Background: an optimization exercise with open tools, aiming at small area, a short achievable clock period and few clock cycles. Do not read the settings as production practice. Only simulation tests tie the RTL to the original design; equivalence was not proved. Power figures rest on the tool's default switching activity, not on a simulated workload.

==> flow/design.v (excerpt) <==
module skc_top (
    input  wire         clk,
    input  wire         rst,
    input  wire         csr_valid,
    input  wire         csr_write,
    input  wire [7:0]   csr_addr,
    input  wire [31:0]  csr_wdata,
    output wire         csr_ready,
    output reg  [31:0]  csr_rdata,
    input  wire         cmd_valid,
    output wire         cmd_ready,
    input  wire [63:0]  cmd_word,
    input  wire [31:0]  cmd_key,
    output wire         rsp_valid,
    input  wire         rsp_ready,
    output wire [3:0]   rsp_status,
    output wire [63:0]  rsp_est,
    output wire         hreq_valid,
    input  wire         hreq_ready,
    output wire [31:0]  hreq_key,
    output wire [7:0]   hreq_klen,
    output wire [7:0]   hreq_seed,
    input  wire         hrsp_valid,
    output wire         hrsp_ready,
    input  wire [31:0]  hrsp_value
);
    localparam L_MAX  = 4;
    localparam M_MAX  = 4;
    localparam LL_MAX = 4;
    localparam B_MAX  = 4;
    localparam H_MAX  = 4;
    localparam N8_MAX = 4;
  ...
Settings: LEC_CHECK=0, CAP_MARGIN=20, CELL_PAD_IN_SITES_DETAIL_PLACEMENT=0, CELL_PAD_IN_SITES_GLOBAL_PLACEMENT=0, CORE_MARGIN=2, CORE_UTILIZATION=55, CTS_BUF_LIST=sky130_fd_sc_hd__clkbuf_8, PLACE_DENSITY=0.65, SLEW_MARGIN=20; clock period 34.0 ns.
standard.sh (not shown) runs the stock make flow with config.mk's settings and CLKGATE_MAP_FILE= SYNTH_SCRIPT=/design/flow/synth_recipe.tcl, a recipe that flattens the netlist after the stock synthesis.
==> flow/flow/run.sh <==
#!/bin/bash
# The standard layout, with repair_timing aiming for setup slack of at least
# SETUP_SLACK_MARGIN at the design's clock period (the SDC is unchanged),
# and the port buffers made with buf_4 cells.
set -euo pipefail
bash standard.sh SETUP_SLACK_MARGIN=19.5 "BUFFER_PORTS_ARGS=-buffer_cell sky130_fd_sc_hd__buf_4" finish > make_finish.log 2>&1
Testbench counts at the start, summed over its fixed seeds: cycles 56,000.
Next try:
--- a/flow/design.v
+++ b/flow/design.v
@@ -233,42 +233,42 @@
             0: c16_b = 2'd0;  1, 2: c16_b = 2'd1;  3: c16_b = 2'd2;  default: c16_b = 2'd3;
         endcase
     endfunction
     function c16_s(input integer e);
         c16_s = (e == 2) || (e == 5);
     endfunction
     wire [2:0] n_l   = cfg_l[2:0];
     wire [2:0] n_m   = cfg_m[2:0];
     wire [2:0] n_s   = (n_l > n_m) ? n_l : n_m;
     wire [63:0] thr  = {thr_hi, thr_lo};
     assign csr_ready = ~rst;
     wire   busy = (fsm != S_IDLE);
+    wire [31:0] csr_val [0:10];
+    assign csr_val[0]  = 32'h534B4331;
+    assign csr_val[1]  = {20'd0, last_status, 5'd0, cfg_lock, busy, configured};
+    assign csr_val[2]  = cfg_l;
+    assign csr_val[3]  = cfg_m;
+    assign csr_val[4]  = cfg_ll;
+    assign csr_val[5]  = cfg_b;
+    assign csr_val[6]  = cfg_h;
+    assign csr_val[7]  = cfg_n8;
+    assign csr_val[8]  = cfg_n16;
+    assign csr_val[9]  = thr_lo;
+    assign csr_val[10] = thr_hi;
+    integer ci;
     always @(*) begin
         csr_rdata = 32'd0;
-        if (csr_addr[1:0] == 2'b00) begin
-            case (csr_addr[7:2])
-                6'h00: csr_rdata = 32'h534B4331;
-                6'h01: csr_rdata = {20'd0, last_status, 5'd0, cfg_lock, busy, configured};
-                6'h02: csr_rdata = cfg_l;
-                6'h03: csr_rdata = cfg_m;
-                6'h04: csr_rdata = cfg_ll;
-                6'h05: csr_rdata = cfg_b;
-                6'h06: csr_rdata = cfg_h;
-                6'h07: csr_rdata = cfg_n8;
-                6'h08: csr_rdata = cfg_n16;
-                6'h09: csr_rdata = thr_lo;
-                6'h0A: csr_rdata = thr_hi;
-                default: csr_rdata = 32'd0;
-            endcase
-        end
+        for (ci = 0; ci < 11; ci = ci + 1)
+            if (csr_addr == ci * 4)
+                csr_rdata = csr_rdata | csr_val[ci];
     end
     wire csr_wr = csr_valid && csr_write && !cfg_lock && (csr_addr[1:0] == 2'b00);
     assign cmd_ready = !rst && (fsm == S_IDLE) && !thr_busy;
     wire       accept = cmd_valid && cmd_ready;
     wire [3:0] opc    = cmd_word[3:0];
     wire [7:0] cklen  = cmd_word[15:8];
     wire       opc_ins = (opc == 4'h1);
     wire       opc_qry = (opc == 4'h2);
     wire       opc_cfg = (opc == 4'h3);
     wire       rsv_bad = (cmd_word[7:4] != 4'd0) || (cmd_word[31:16] != 16'd0) ||
                          ((opc_qry || opc_cfg) && (cmd_word[63:32] != 32'd0)) ||
                          (opc_cfg && (cklen != 8'd0));
What happened: Cell count falls by 2.5%. Routed wire length falls by 3.1%. Non-clock buffer count drops by 58. Flip-flop and latch count is unchanged. Die area falls by 1.1%. Global-route usage shrinks by 1.1 points. Power drops by 6.4%. Combinational power came out lower by 30%. Cell area decreases by 2.3%. Worst hold slack is worse by 0.0074 ns.
Testbench counts after the change, summed over its fixed seeds: cycles 56,000.

Another version of the RTL of skc_top (not shown whole).
Size in the first run: about 2,400 flip-flops, ~330 I/O pins.
// skc_top
module skc_top (
    input  wire         clk,
    input  wire         rst,
    input  wire         csr_valid,
    input  wire         csr_write,
    input  wire [7:0]   csr_addr,
    input  wire [31:0]  csr_wdata,
    output wire         csr_ready,
    output reg  [31:0]  csr_rdata,
    input  wire         cmd_valid,
    output wire         cmd_ready,
    input  wire [63:0]  cmd_word,
    input  wire [31:0]  cmd_key,
    output wire         rsp_valid,
    input  wire         rsp_ready,
    output wire [3:0]   rsp_status,
    output wire [63:0]  rsp_est,
    output wire         hreq_valid,
    input  wire         hreq_ready,
    output wire [31:0]  hreq_key,
    output wire [7:0]   hreq_klen,
    output wire [7:0]   hreq_seed,
    input  wire         hrsp_valid,
    output wire         hrsp_ready,
    input  wire [31:0]  hrsp_value
);
    localparam L_MAX  = 4;
    localparam M_MAX  = 4;
    localparam LL_MAX = 4;
    localparam B_MAX  = 4;
    localparam H_MAX  = 4;
    localparam N8_MAX = 4;
    localparam N16_MAX = 2;
    localparam KEY_MAX_LEN = 4;
    localparam [3:0] ST_OK        = 4'h0;
    localparam [3:0] ST_OPCODE    = 4'h1;
    localparam [3:0] ST_RESERVED  = 4'h2;
    localparam [3:0] ST_NOT_CFG   = 4'h3;
    localparam [3:0] ST_ALR_CFG   = 4'h4;
    localparam [3:0] ST_CONFIG    = 4'h5;
    localparam [3:0] ST_KEY_LEN   = 4'h6;
    localparam [2:0] S_IDLE = 3'd0;    
    localparam [2:0] S_CFG  = 3'd1;    
    localparam [2:0] S_HASH = 3'd2;    
    localparam [2:0] S_WAIT = 3'd3;    
    localparam [2:0] S_FIN  = 3'd4;    
    localparam [2:0] S_RESP = 3'd5;    
    reg [31:0] cfg_l, cfg_m, cfg_ll, cfg_b, cfg_h, cfg_n8, cfg_n16, thr_lo, thr_hi;
    reg        configured;
  ...
export LEC_CHECK = 0
export CAP_MARGIN = 10
export CELL_PAD_IN_SITES_DETAIL_PLACEMENT = 0
export CELL_PAD_IN_SITES_GLOBAL_PLACEMENT = 0
export CORE_MARGIN = 2
export CORE_UTILIZATION = 55
export CTS_BUF_LIST = sky130_fd_sc_hd__clkbuf_16
export CTS_CLUSTER_DIAMETER = 80
export CTS_CLUSTER_SIZE = 20
export PLACE_DENSITY = 0.65
export SLEW_MARGIN = 10
create_clock -name core_clock -period 34.0 [get_ports {clk}]
Scripts as last shown in full above: flow/flow/run.sh
Testbench counts at the start, summed over its fixed seeds: cycles 56,000.
Change:
--- a/flow/design.v
+++ b/flow/design.v
@@ -340,23 +340,27 @@
     wire        a_occ = (l_kls[bi_new] != 3'd0);
     wire [15:0] a_val = l_val[bi_new];
     reg  [3:0]  l_eq;
     always @(*)
         for (b = 0; b < 4; b = b + 1)
             l_eq[b] = (l_kls[b] == klen) && (l_key[b] == key);
     wire        a_eq  = l_eq[bi_new];
-    reg  [3:0]  l_lt16, l_ltv;
+    reg  [7:0]  l_ltl;
+    reg  [3:0]  l_lt8, l_lt16, l_ltv;
     always @(*) begin
+        for (b = 0; b < 8; b = b + 1)
+            l_ltl[b] = (l_nib[b] < m_l);
         for (b = 0; b < 4; b = b + 1) begin
+            l_lt8[b]  = (l_c8[b] < m8);
             l_lt16[b] = (l_c16[b] < m16);
             l_ltv[b]  = (l_val[b] < vmin);
         end
     end
-    wire        a_ltl  = (a_lv < m_l);
-    wire        a_lt8  = (a_v8 < m8);
+    wire        a_ltl  = l_ltl[nl_new];
+    wire        a_lt8  = l_lt8[bi_new];
     wire        a_lt16 = l_lt16[bi_new];
     wire        a_ltv  = l_ltv[bi_new];
     wire        n_mfound = mfound || (a_mid && a_eq);
     wire [15:0] n_mval   = mfound ? mval : a_val;
     wire        n_ffound = ffound || (a_mid && !a_occ);
     wire [15:0] n_m16    = (a_mid && a_lt16) ? a_v16 : m16;
     wire [15:0] v_next   = n_mfound ? n_mval : ((n_ffound && is_insert) ? 16'd0 : n_m16);
=> Die area goes up by 0.87%. Worst setup slack barely changes. Final cell count hardly moves. Wire length went up by 1.8%. Critical path depth stays the same. Clock skew stays flat. Sequential power hardly moves. Core utilization decreases by 0.58 points. Flip-flop and latch count stays the same. Via count went down by 0.43%. Clock power is about the same. Maximum frequency hardly moves.
Testbench counts after the change, summed over its fixed seeds: cycles 56,000.

== PW ==
Starting RTL as in the previous note.
// skc_top
module skc_top (
    input  wire         clk,
    input  wire         rst,
    input  wire         csr_valid,
    input  wire         csr_write,
    input  wire [7:0]   csr_addr,
    input  wire [31:0]  csr_wdata,
    output wire         csr_ready,
    output reg  [31:0]  csr_rdata,
    input  wire         cmd_valid,
    output wire         cmd_ready,
    input  wire [63:0]  cmd_word,
    input  wire [31:0]  cmd_key,
    output wire         rsp_valid,
    input  wire         rsp_ready,
    output wire [3:0]   rsp_status,
    output wire [63:0]  rsp_est,
    output wire         hreq_valid,
    input  wire         hreq_ready,
    output wire [31:0]  hreq_key,
    output wire [7:0]   hreq_klen,
    output wire [7:0]   hreq_seed,
    input  wire         hrsp_valid,
    output wire         hrsp_ready,
    input  wire [31:0]  hrsp_value
);
Settings: LEC_CHECK=0, CAP_MARGIN=20, CELL_PAD_IN_SITES_DETAIL_PLACEMENT=0, CELL_PAD_IN_SITES_GLOBAL_PLACEMENT=0, CORE_MARGIN=2, CORE_UTILIZATION=55, CTS_BUF_LIST=sky130_fd_sc_hd__clkbuf_8, PLACE_DENSITY=0.65, SLEW_MARGIN=20; clock period 34.0 ns.
Scripts as last shown in full above: flow/flow/run.sh
Testbench counts of PW, summed over its fixed seeds: cycles 56,000.
Modified inputs, AL compared to PW
--- a/flow/design.v
+++ b/flow/design.v
@@ -339,25 +339,29 @@
     wire [15:0] a_v16 = l_c16[bi_new];
     wire        a_occ = (l_kls[bi_new] != 3'd0);
     wire [15:0] a_val = l_val[bi_new];
     reg  [3:0]  l_eq;
     always @(*)
         for (b = 0; b < 4; b = b + 1)
             l_eq[b] = (l_kls[b] == klen) && (l_key[b] == key);
     wire        a_eq  = l_eq[bi_new];
-    reg  [3:0]  l_lt16, l_ltv;
+    reg  [7:0]  l_ltl;
+    reg  [3:0]  l_lt8, l_lt16, l_ltv;
     always @(*) begin
+        for (b = 0; b < 8; b = b + 1)
+            l_ltl[b] = (l_nib[b] < m_l);
         for (b = 0; b < 4; b = b + 1) begin
+            l_lt8[b]  = (l_c8[b] < m8);
             l_lt16[b] = (l_c16[b] < m16);
             l_ltv[b]  = (l_val[b] < vmin);
         end
     end
-    wire        a_ltl  = (a_lv < m_l);
-    wire        a_lt8  = (a_v8 < m8);
+    wire        a_ltl  = l_ltl[nl_new];
+    wire        a_lt8  = l_lt8[bi_new];
     wire        a_lt16 = l_lt16[bi_new];
     wire        a_ltv  = l_ltv[bi_new];
     wire        n_mfound = mfound || (a_mid && a_eq);
     wire [15:0] n_mval   = mfound ? mval : a_val;
     wire        n_ffound = ffound || (a_mid && !a_occ);
     wire [15:0] n_m16    = (a_mid && a_lt16) ? a_v16 : m16;
     wire [15:0] v_next   = n_mfound ? n_mval : ((n_ffound && is_insert) ? 16'd0 : n_m16);
     reg [3:0]  cap_lv  [0:3];
[summary]
Global-route usage sits higher in AL than in PW. Diff AL and PW: net switching power of the design lower in PW. Comparing AL and PW, actual transition at the worst max-transition pin is lower on AL. Of AL and PW, the run reporting the higher per-instance average area after synthesis was AL. Looking at AL and PW, the parity-gate share of the synthesized area counting xor and xnor cells is a wash. The share of the synthesized area in compound gates (AO/OA/AOI/OAI) on PW is in line with that on AL. Between AL and PW, the difference in sequential share of layout area is negligible.
Testbench counts of AL, summed over its fixed seeds: cycles 56,000.

[what the ideal ports hide]
The flow's constraints put no driver on any port. The routed layouts listed below were extracted and timed again, unchanged, in two steps. Step 1 sets driving cells, clkbuf_16 on the clock port and buf_2 on the other inputs (assumed; they add their load-dependent delay and slew). Step 2 adds t to the input delays and takes it off the output delays; t is the mean of the earliest and latest rising clock arrival at the registers after step 1. Input paths then give back, and output paths get back, about the clock's delay inside the block. a / b / c = no drivers / after step 1 / after step 2; a / b = the first two.
run | t, ns | slack for setup (ns) | worst hold slack (ns) | worst setup path after step 2
the first run of note 1 | 1.203 | 18.809 / 18.668 / 18.668 | 0.490 / 0.490 / 0.490 | input to output
the second run of note 1 | 1.190 | 18.753 / 18.720 / 18.720 | 0.483 / 0.483 / 0.483 | input to output
the first run of note 2 | 0.962 | 18.691 / 18.650 / 18.650 | 0.479 / 0.479 / 0.479 | input to output
the second run of note 2 | 0.938 | 18.692 / 18.651 / 18.651 | 0.481 / 0.481 / 0.481 | input to output
PW | 1.204 | 18.709 / 18.667 / 18.667 | 0.476 / 0.476 / 0.476 | input to output
AL | 1.185 | 18.682 / 18.659 / 18.659 | 0.477 / 0.477 / 0.477 | input to output
After both steps setup and hold are still met in every run listed. The setup slack of the first run of note 1, which loses most, moves by -0.141 ns with the drivers and by -0.141 ns with both steps.
